This is an optimization exercise on Yosys and OpenROAD, whose aim is small area, not a production implementation. The RTL was checked by simulation tests, not by an equivalence proof against the original design. No activity file was given, so power comes from the tool's default toggle rates.

### flow/config.mk
export PLATFORM = sky130hd
export DESIGN_NAME = swuart_bt
export DESIGN_NICKNAME = swuart_bt
export VERILOG_FILES = /design/flow/design.v
export SDC_FILE = /design/flow/constraint.sdc
export NUM_CORES = 4
export LEC_CHECK = 0
export CAP_MARGIN = 20
export CORE_MARGIN = 2
export CORE_UTILIZATION = 40
export PLACE_DENSITY = 0.6
export SLEW_MARGIN = 20
### flow/constraint.sdc
create_clock -name core_clock -period 10.0 [get_ports {clk}]
set_input_delay 2.0000 -clock core_clock [delete_from_list [all_inputs] [get_ports {clk}]]
set_output_delay 2.0000 -clock core_clock [all_outputs]
set_load 0.01 [all_outputs]
### flow/design.v
module swuart_bt (
    input  wire        clk,
    input  wire        rst,             
    input  wire        tick,            
    input  wire        rx_in,           
    input  wire        state_in,        
    input  wire        req_valid,
    input  wire [15:0] req_word,
    output wire        req_ready,       
    output wire [31:0] resp_data,
    output wire        resp_fault,
    output wire [1:0]  resp_code,
    output wire        tx_out,
    output reg         evt_connect,
    output reg         evt_disconnect
);
    localparam integer RB_CAP          = 32;
    localparam integer RB_AW           = 5;       
    localparam integer NMD_LIMIT       = 60;
    localparam integer TICKS_PER_MS    = 29;
    localparam integer TICKS_PER_EPOCH = 7200;
    localparam integer HIST_WIDTH      = 4;
    localparam integer INIT_EPOCHS     = HIST_WIDTH;
    localparam [3:0] OP_INIT        = 4'h1;
    localparam [3:0] OP_WAIT_READY  = 4'h2;
    localparam [3:0] OP_STATUS      = 4'h3;
    localparam [3:0] OP_WRITE       = 4'h4;
    localparam [3:0] OP_AVAILABLE   = 4'h5;
    localparam [3:0] OP_READ        = 4'h6;
    localparam [3:0] OP_CLOCK_RESET = 4'h7;
    localparam [3:0] OP_CLOCK_READ  = 4'h8;
    localparam [3:0] OP_CLOCK_PRESET= 4'h9;
    localparam [1:0] F_NONE            = 2'd0;
    localparam [1:0] F_ILLEGAL_REQUEST = 2'd1;
    localparam [1:0] F_NOT_ENABLED     = 2'd2;
    localparam [1:0] F_ALREADY_ENABLED = 2'd3;
    localparam [1:0] RX_IDLE = 2'd0;
    localparam [1:0] RX_RECV = 2'd1;
    localparam [1:0] RX_STOP = 2'd2;
    reg         enabled;
    reg  [1:0]  rx_phase;
    reg  [2:0]  rx_bit;
    reg  [2:0]  rx_sub;
    reg  [7:0]  rx_shift;
    reg         tx_busy;
    reg  [3:0]  tx_rem;           
    reg  [1:0]  tx_sub;
    reg  [9:0]  tx_shift;       
    reg         tx_line;
    reg  [7:0]  rb_mem [0:RB_CAP-1];
    reg  [RB_AW-1:0] rb_head;
    reg  [RB_AW:0]   rb_count;
    reg  [5:0]  nmd;
    reg  [31:0] ms_clock;
    reg  [4:0]  ms_sub;
    reg  [12:0] epoch_sub;
    reg  [HIST_WIDTH-1:0] hist;
    reg         connected;
    reg  [2:0]  init_cd;
    wire [3:0] op   = req_word[15:12];
    wire [3:0] rsv  = req_word[11:8];
    wire [7:0] imm8 = req_word[7:0];
    wire illegal = (op == 4'h0) || (op > OP_CLOCK_PRESET) || (rsv != 4'h0) ||
                   (op != OP_WRITE && op != OP_CLOCK_PRESET && imm8 != 8'h00);
    reg [1:0] fault_code;
    always @* begin
        if (illegal)
            fault_code = F_ILLEGAL_REQUEST;
        else if (op == OP_INIT)
            fault_code = enabled ? F_ALREADY_ENABLED : F_NONE;
        else if (op != OP_STATUS && !enabled)
            fault_code = F_NOT_ENABLED;
        else
            fault_code = F_NONE;
    end
    wire rb_empty    = (rb_count == 0);
    wire nmd_expired = (nmd == NMD_LIMIT);
    wire ready_flag  = (init_cd == 0);
    wire rx_active   = (rx_phase != RX_IDLE);
    wire hold = (fault_code == F_NONE) &&
                ((op == OP_WAIT_READY && !ready_flag) ||
                 (op == OP_WRITE      && tx_busy)     ||
                 (op == OP_READ       && rb_empty && !nmd_expired));
    assign req_ready  = !hold;
    assign resp_fault = (fault_code != F_NONE);
    assign resp_code  = fault_code;
    wire [31:0] status_word = {25'd0, tx_line, nmd_expired, rx_active, tx_busy,
                               connected, ready_flag, enabled};
    reg [31:0] result;
    always @* begin
        case (op)
            OP_STATUS:     result = status_word;
            OP_AVAILABLE:  result = {{(31-RB_AW){1'b0}}, rb_count};
            OP_READ:       result = rb_empty ? 32'd0 : {23'd0, 1'b1, rb_mem[rb_head]};
            OP_CLOCK_READ: result = ms_clock;
            default:       result = 32'd0;
        endcase
    end
    assign resp_data = resp_fault ? 32'd0 : result;
    wire do_req = req_valid && !hold && (fault_code == F_NONE);
    reg         n_enabled;
    reg  [1:0]  n_rx_phase;
    reg  [2:0]  n_rx_bit;
    reg  [2:0]  n_rx_sub;
    reg  [7:0]  n_rx_shift;
    reg         n_tx_busy;
    reg  [3:0]  n_tx_rem;
    reg  [1:0]  n_tx_sub;
    reg  [9:0]  n_tx_shift;
    reg         n_tx_line;
    reg  [RB_AW-1:0] n_rb_head;
    reg  [RB_AW:0]   n_rb_count;
    reg         rb_we;
    reg  [RB_AW-1:0] rb_waddr;
    reg  [5:0]  n_nmd;
    reg  [31:0] n_ms_clock;
    reg  [4:0]  n_ms_sub;
    reg  [12:0] n_epoch_sub;
    reg  [HIST_WIDTH-1:0] n_hist;
    reg         n_connected;
    reg  [2:0]  n_init_cd;
    reg         n_evt_connect;
    reg         n_evt_disconnect;
    reg         new_c;
    always @* begin
        n_enabled   = enabled;
        n_rx_phase  = rx_phase;
        n_rx_bit    = rx_bit;
        n_rx_sub    = rx_sub;
        n_rx_shift  = rx_shift;
        n_tx_busy   = tx_busy;
        n_tx_rem    = tx_rem;
        n_tx_sub    = tx_sub;
        n_tx_shift  = tx_shift;
        n_tx_line   = tx_line;
        n_rb_head   = rb_head;
        n_rb_count  = rb_count;
        rb_we       = 1'b0;
        rb_waddr    = {RB_AW{1'b0}};
        n_nmd       = nmd;
        n_ms_clock  = ms_clock;
        n_ms_sub    = ms_sub;
        n_epoch_sub = epoch_sub;
        n_hist      = hist;
        n_connected = connected;
        n_init_cd   = init_cd;
        n_evt_connect    = 1'b0;
        n_evt_disconnect = 1'b0;
        new_c       = 1'b0;
        if (do_req) begin
            case (op)
                OP_INIT: n_enabled = 1'b1;
                OP_WRITE: begin
                    n_tx_shift = {1'b1, imm8, 1'b0};
                    n_tx_sub   = 2'd0;
                    n_tx_rem   = 4'd10;
                    n_tx_busy  = 1'b1;
                end
                OP_READ: begin
                    if (!rb_empty) begin
                        n_rb_head  = rb_head + 1'b1;
                        n_rb_count = rb_count - 1'b1;
                    end
                end
                OP_CLOCK_RESET:  n_ms_clock = 32'd0;
                OP_CLOCK_PRESET: n_ms_clock = {4{imm8}};
                default: ;
            endcase
        end
        if (tick && n_enabled) begin
            case (n_rx_phase)
                RX_IDLE: begin
                    if (!rx_in) begin
                        n_rx_shift = 8'h00;
                        n_rx_sub   = 3'd4;
                        n_rx_bit   = 3'd0;
                        n_rx_phase = RX_RECV;
                    end else if (n_nmd != NMD_LIMIT) begin
                        n_nmd = n_nmd + 1'b1;
                    end
                end
                RX_RECV: begin
                    n_rx_sub = n_rx_sub - 1'b1;
                    if (n_rx_sub == 3'd0) begin
                        if (rx_in)
                            n_rx_shift[n_rx_bit] = 1'b1;
                        n_rx_sub = 3'd3;
                        if (n_rx_bit == 3'd7)
                            n_rx_phase = RX_STOP;
                        else
                            n_rx_bit = n_rx_bit + 1'b1;
                    end
                end
                RX_STOP: begin
                    n_rx_sub = n_rx_sub - 1'b1;
                    if (n_rx_sub == 3'd0) begin
                        rb_we    = 1'b1;
                        rb_waddr = n_rb_head + n_rb_count[RB_AW-1:0];
                        if (n_rb_count == RB_CAP)
                            n_rb_head = n_rb_head + 1'b1;
                        else
                            n_rb_count = n_rb_count + 1'b1;
                        n_nmd      = 6'd0;
                        n_rx_phase = RX_IDLE;
                    end
                end
                default: n_rx_phase = RX_IDLE;
            endcase
            if (n_tx_busy) begin
                if (n_tx_sub != 2'd0) begin
                    n_tx_sub = n_tx_sub - 1'b1;
                end else if (n_tx_rem == 4'd0) begin
                    n_tx_busy = 1'b0;
                end else begin
                    n_tx_line  = n_tx_shift[0];
                    n_tx_shift = n_tx_shift >> 1;
                    n_tx_sub   = 2'd2;
                    n_tx_rem   = n_tx_rem - 1'b1;
                end
            end
            if (n_ms_sub == TICKS_PER_MS - 1) begin
                n_ms_sub   = 5'd0;
                n_ms_clock = n_ms_clock + 1'b1;
            end else begin
                n_ms_sub   = n_ms_sub + 1'b1;
            end
            if (n_epoch_sub == TICKS_PER_EPOCH - 1) begin
                n_epoch_sub = 13'd0;
                n_hist = {n_hist[HIST_WIDTH-2:0], state_in};
                if (n_init_cd != 0)
                    n_init_cd = n_init_cd - 1'b1;
                new_c = (n_hist == {HIST_WIDTH{1'b1}});
                if (new_c != n_connected) begin
                    n_connected      = new_c;
                    n_evt_connect    = new_c;
                    n_evt_disconnect = !new_c;
                end
            end else begin
                n_epoch_sub = n_epoch_sub + 1'b1;
            end
        end
    end
    always @(posedge clk) begin
        if (rst) begin
            enabled        <= 1'b0;
            rx_phase       <= RX_IDLE;
            rx_bit         <= 3'd0;
            rx_sub         <= 3'd0;
            rx_shift       <= 8'h00;
            tx_busy        <= 1'b0;
            tx_rem         <= 4'd0;
            tx_sub         <= 2'd0;
            tx_shift       <= 10'h000;
            tx_line        <= 1'b1;
            rb_head        <= {RB_AW{1'b0}};
            rb_count       <= {(RB_AW+1){1'b0}};
            nmd            <= 6'd0;
            ms_clock       <= 32'd0;
            ms_sub         <= 5'd0;
            epoch_sub      <= 13'd0;
            hist           <= {HIST_WIDTH{1'b0}};
            connected      <= 1'b0;
            init_cd        <= INIT_EPOCHS[2:0];
            evt_connect    <= 1'b0;
            evt_disconnect <= 1'b0;
        end else begin
            enabled        <= n_enabled;
            rx_phase       <= n_rx_phase;
            rx_bit         <= n_rx_bit;
            rx_sub         <= n_rx_sub;
            rx_shift       <= n_rx_shift;
            tx_busy        <= n_tx_busy;
            tx_rem         <= n_tx_rem;
            tx_sub         <= n_tx_sub;
            tx_shift       <= n_tx_shift;
            tx_line        <= n_tx_line;
            rb_head        <= n_rb_head;
            rb_count       <= n_rb_count;
            nmd            <= n_nmd;
            ms_clock       <= n_ms_clock;
            ms_sub         <= n_ms_sub;
            epoch_sub      <= n_epoch_sub;
            hist           <= n_hist;
            connected      <= n_connected;
            init_cd        <= n_init_cd;
            evt_connect    <= n_evt_connect;
            evt_disconnect <= n_evt_disconnect;
        end
    end
    always @(posedge clk) begin
        if (!rst && rb_we)
            rb_mem[rb_waddr] <= n_rx_shift;
    end
    assign tx_out = tx_line;
endmodule
### flow/run.sh
#!/bin/bash
# synth_recipe.tcl (not shown) runs the flow's synth.tcl, then flattens the netlist and writes it again
# the make line also repeats each setting of config.mk as NAME=value (left out here)
make -C /OpenROAD-flow-scripts/flow DESIGN_CONFIG=/design/flow/config.mk WORK_HOME=/design/flow/orfs CLKGATE_MAP_FILE= SYNTH_SCRIPT=/design/flow/synth_recipe.tcl finish
==> metrics.log <==
[metrics] Buffers & Inverters on Critical Path: 3
[metrics] Antenna Diode Count: 0
[metrics] cell with the most instances on the worst path: sky130_fd_sc_hd__clkdlybuf4s50_1
[metrics] number of antenna violations at the first check in global routing: 0
[metrics] share of async-settable or async-resettable flops after synthesis: 0%
[metrics] accumulated negative setup slack: 0 ns
[metrics] global-route wire length before repair: 64,670 µm
[metrics] deepest clock path buffer count: 3
[metrics] crit path cell chain: clkdlybuf4s50_1 -> nor4b_1 -> a211oi_4 -> nor3_2 -> buf_4 -> o21ai_1 -> nor2_1 -> clkdlybuf4s50_1
[metrics] slew at the pin with the worst max-slew slack: 1.260 ns
[metrics] final routed wire length divided by cell count: 21.64 µm
[metrics] vias per std cell: 5.791
[metrics] Boundary Pins: 61
[metrics] Crit. End Element: output pin
[metrics] switching share of total power: 19.84%
[metrics] mapped cell area: 0.01698 mm²
[metrics] Setup-failing EPs final: 0
[metrics] die height: 210.0 µm
[metrics] fraction of final layout cells sized beyond drive strength 1: 16.03%
[metrics] post-synthesis instance total: 1,299
[metrics] RePlAce Congestion: 0.8922
[metrics] wirelength, routed: 41,350 µm
[metrics] horizontal die dimension: 210.0 µm
[metrics] remaining number of nets flagged by the antenna check after routing: 0
[metrics] post-cts sizing count: 0
[metrics] syn_area_per_cell: 13.07 µm²
[metrics] data required time at the worst endpoint: 8.00 ns
[metrics] master cell of the clock root buffer: sky130_fd_sc_hd__clkbuf_16
[metrics] EDFF count, synth: 256
[metrics] Largest stage delay, worst path: 1.07 ns
[metrics] Unique masters post-synth: 75
[metrics] status: finished clean
[metrics] area growth from synthesis to layout: 15.12%
[metrics] leakage power summed over all cells: 6.110 nW
[metrics] most instantiated flip-flop cell in the synthesis netlist: sky130_fd_sc_hd__edfxtp_1
[metrics] PortBufs: 60
[metrics] number of nets in the finished design: 1,392
[metrics] proportion of power drawn by combinational gates: 1.2%
[metrics] highest fanout seen on the critical path: 25
[metrics] number of DRC violations after detailed-routing iteration 0: 923
[metrics] Internal Dissipation: 0.002518 W
[metrics] row count: 75
[metrics] synth warn: 1
[metrics] final-layout worst hold slack: 0.4574 ns
[metrics] max frequency: 127.1 MHz
[metrics] critical setup path kind: input pin to output pin
[metrics] sequential-to-total area share from yosys stat: 58.36%
[metrics] max-cap viol count: 0
[metrics] fin. max-slew vios: 0
[metrics] Period minus WS final: 7.868 ns
[metrics] portion of total power attributed to sequential cells: 51.1%
[metrics] number of clock buffers inserted by TritonCTS: 39
[metrics] initial core utilization: 40.48%
[metrics] unrepaired setup endpoints after global routing: false
[metrics] power density of the placed cells: 160.7 mW/mm²
[metrics] final hold violation count: 0
[metrics] clock latency (worst-skew pair): 0.55 ns
[metrics] FF+latch count, synth: 367
[metrics] detailed-route DRC error count: 0
[metrics] VDD IR-drop max: 134.1 µV
[metrics] vias in the first global route: 10,940
[metrics] maximum number of pins on one net before global-route repair: 72
[metrics] total global routing overflow: 0
[metrics] Max stage delay cell, worst path: sky130_fd_sc_hd__nor4b_1
[metrics] clk sinks: 367
[metrics] count of TritonRoute iterations in the first routing pass: 5
[metrics] CTS clock-pin slew for the worst setup and hold paths: 0.06 ns
[metrics] proportion of power drawn by the clock network: 47.7%
[metrics] buffer count from post-CTS setup fixing: 0
[metrics] Util after Layout: 46.60%
[metrics] remaining max-slew budget at the tightest pin: 15.13%
[metrics] switching pwr: 0.0006231 W
[metrics] total power of the final layout: 0.003141 W
[metrics] core area: 0.04195 mm²
[metrics] total die area: 0.04411 mm²
[metrics] Clock Skews: 0.01845 ns
[metrics] Final HPWL DP: 27,190 µm
[metrics] Period Utilization, post-route: 78.68%
[metrics] GR Util All Layers: 18.99%
[metrics] TritonCTS clock tree: yes
[metrics] routed via count: 11,070
[metrics] number of buffers added to fix hold violations after cts: 0
[metrics] CTS H-Tree Depth: 2
[metrics] Net Count, Synth: 1,349
[metrics] startpoint type of the worst setup path: input pin
[metrics] data arrival time of the worst path: 5.87 ns
[metrics] delay-heaviest family, CP: buffers and inverters
[metrics] worst hold-check path type: flip-flop to flip-flop
==> worst paths after layout <==
| check | start | endpoint | slack [ns] | cells past startpoint |
|---|---|---|---|---|
| worst min-delay path | rx_sub[1] | rx_sub[1] | 0.46 | 2 |
| worst max-delay path | req_word[13] | resp_data[6] | 2.13 | 8 |
| worst min register to register | rx_sub[1] | rx_sub[1] | 0.46 | 2 |
| worst max register to register | rb_count[3] | rb_mem[28][6] | 4.76 | 13 |
==> sequential cells by signal, summed over array words and instances (netlist names), 2 cells and up <==
| name | count |
|---|---|
| tx_shift | 10 |
| ms_sub | 5 |
| tx_sub | 2 |
| nmd | 6 |
| init_cd | 3 |
| rx_sub | 3 |
| rx_phase | 2 |
| rb_head | 5 |
| rx_shift | 8 |
| tx_rem | 4 |
| ms_clock | 32 |
| rx_bit | 3 |
| rb_mem | 256 |
| rb_count | 6 |
| hist | 3 |
| epoch_sub | 13 |
==> power groups by stage <==
| stage | sequential (W) | combinational (W) | clock, W |
|---|---|---|---|
| after floorplan | 0.00164 | 0.0000185 | 0 |
| after global placement | 0.00164 | 0.0000380 | 0 |
| after detailed placement | 0.00164 | 0.0000383 | 0 |
| after CTS | 0.00160 | 0.0000385 | 0.00153 |
| after global routing | 0.00160 | 0.0000414 | 0.00160 |
| final | 0.00160 | 0.0000386 | 0.00150 |
==> stage by stage <==
| step | setup WS (ns) | instances | instance area (µm²) |
|---|---|---|---|
| 6_report | 2.132 | 1911 | 19550 |
| 5_1_grt | 1.803 | 1911 | 19550 |
| 4_1_cts | 2.223 | 1908 | 19470 |
| 3_5_place_dp | 1.734 | 1837 | 18130 |
| 3_3_place_gp | 1.914 | 1837 | 18120 |
| 2_1_floorplan | 3.210 | 1299 | 16980 |
==> worst register-to-register path, stage by stage (launching register included) <==
cell and delay (ns):
sky130_fd_sc_hd__dfxtp_1 0.40, sky130_fd_sc_hd__or3_1 0.44, sky130_fd_sc_hd__nor2_2 0.45, sky130_fd_sc_hd__nor4_2 0.11
sky130_fd_sc_hd__buf_4 0.23, sky130_fd_sc_hd__xnor2_1 0.26, sky130_fd_sc_hd__inv_1 0.15, sky130_fd_sc_hd__ha_1 0.25
sky130_fd_sc_hd__maj3_1 0.37, sky130_fd_sc_hd__mux2i_1 0.17, sky130_fd_sc_hd__maj3_2 0.23, sky130_fd_sc_hd__xor2_1 0.10
sky130_fd_sc_hd__or4_1 0.77, sky130_fd_sc_hd__nor3_1 0.96
==> per-layer routing <==
metal | track usage [%] | wire length [µm] | vias up
li1 | - | - | 5092
met5 | 0 | 0 | -
met3 | 3.337 | 2463 | 87
met1 | 26.30 | 18510 | 5509
met4 | 6.187 | 1145 | 0
met2 | 30.52 | 19230 | 378
==> cell families (layout without fill, tap and decap cells) <==
group,after synthesis,after routing,synth area share (%)
multiplexers,113,113,12.64
AND/OR/NAND/NOR,432,432,13.13
XOR/XNOR,60,60,3.176
flip-flops,367,367,58.36
AO/OA/AOI/OAI,185,185,7.841
adder cells (fa/ha/maj),31,31,2.248
buffers and inverters,111,184,2.601
==> placed cells by master, fill, tap and decap left out, types with 29 or more instances in the layout <==
cell type	count
sky130_fd_sc_hd__mux4_2	80
sky130_fd_sc_hd__nor3_1	40
sky130_fd_sc_hd__nand2_1	82
sky130_fd_sc_hd__and3_1	41
sky130_fd_sc_hd__inv_1	29
sky130_fd_sc_hd__edfxtp_1	256
sky130_fd_sc_hd__xor2_1	29
sky130_fd_sc_hd__xnor2_1	29
sky130_fd_sc_hd__a21oi_1	51
sky130_fd_sc_hd__nor2_1	99
sky130_fd_sc_hd__clkdlybuf4s50_1	59
sky130_fd_sc_hd__dfxtp_1	109
sky130_fd_sc_hd__clkbuf_16	39
==> synth_stat cells (5+ instances only) <==
cell type	instances	share of area, %
sky130_fd_sc_hd__o21ai_0	22	0.65
sky130_fd_sc_hd__mux4_2	80	11
sky130_fd_sc_hd__a21o_1	9	0.40
sky130_fd_sc_hd__xor2_1	29	1.5
sky130_fd_sc_hd__or4_1	5	0.22
sky130_fd_sc_hd__a22oi_1	13	0.57
sky130_fd_sc_hd__nor2b_1	5	0.18
sky130_fd_sc_hd__buf_1	10	0.22
sky130_fd_sc_hd__dfxtp_1	111	13
sky130_fd_sc_hd__mux2_2	11	0.73
sky130_fd_sc_hd__inv_1	29	0.64
sky130_fd_sc_hd__a211oi_1	18	0.80
sky130_fd_sc_hd__nand2_1	82	1.8
sky130_fd_sc_hd__or3_1	9	0.33
sky130_fd_sc_hd__nor4_1	14	0.52
sky130_fd_sc_hd__and3_1	41	1.5
sky130_fd_sc_hd__clkbuf_1	56	1.2
sky130_fd_sc_hd__edfxtp_1	256	45
sky130_fd_sc_hd__xnor2_1	30	1.5
sky130_fd_sc_hd__a32o_1	7	0.41
sky130_fd_sc_hd__nor3_1	56	1.7
sky130_fd_sc_hd__nand3_1	28	0.83
sky130_fd_sc_hd__nor2_1	99	2.2
sky130_fd_sc_hd__nand4_1	22	0.81
sky130_fd_sc_hd__o31ai_1	6	0.27
sky130_fd_sc_hd__a22o_1	7	0.36
sky130_fd_sc_hd__mux2i_1	22	1.3
sky130_fd_sc_hd__nand2b_1	5	0.18
sky130_fd_sc_hd__nor4b_1	5	0.26
sky130_fd_sc_hd__and2_1	28	1.0
sky130_fd_sc_hd__buf_2	14	0.41
sky130_fd_sc_hd__a21oi_1	51	1.5
sky130_fd_sc_hd__ha_1	28	2.1
sky130_fd_sc_hd__nor3b_1	8	0.35
==> final cells by class <==
class	count	area, µm²
Timing Repair Buffer	84	768.2
Inverter	29	108.9
Clock buffer	46	1036
Multi-Input combinational cell	821	6743
Clock inverter	25	301.5
Fill cell	3689	22400
Tap cell	539	674.4
Sequential cell	367	9915

[static timing again, ports no longer ideal]
Ports are ideal in the flow. The routed layout listed here was re-timed in OpenROAD. Step 1: set_driving_cell puts a clkbuf_16 on clk and a buf_2 on each other input, an assumption about the parent block. Step 2 adds t to the input delays and takes it off the output delays; t is the mean of the earliest and latest rising clock arrival at the registers after step 1. Input paths then give back, and output paths get back, about the clock's delay inside the block. Slacks: ideal ports / drivers / drivers and shift; pairs: ideal ports / drivers.
t (ns): 0.591
setup WS [ns]: 2.132 / 2.101 / 1.601
hold slack, ns: 0.457 / 0.457 / 0.457
slew at the worst register clock pin (ns): 0.06 / 0.06
After both steps this run still meets setup and hold. For this run, drivers alone change the setup slack by -0.031 ns; drivers and shift together by -0.531 ns.
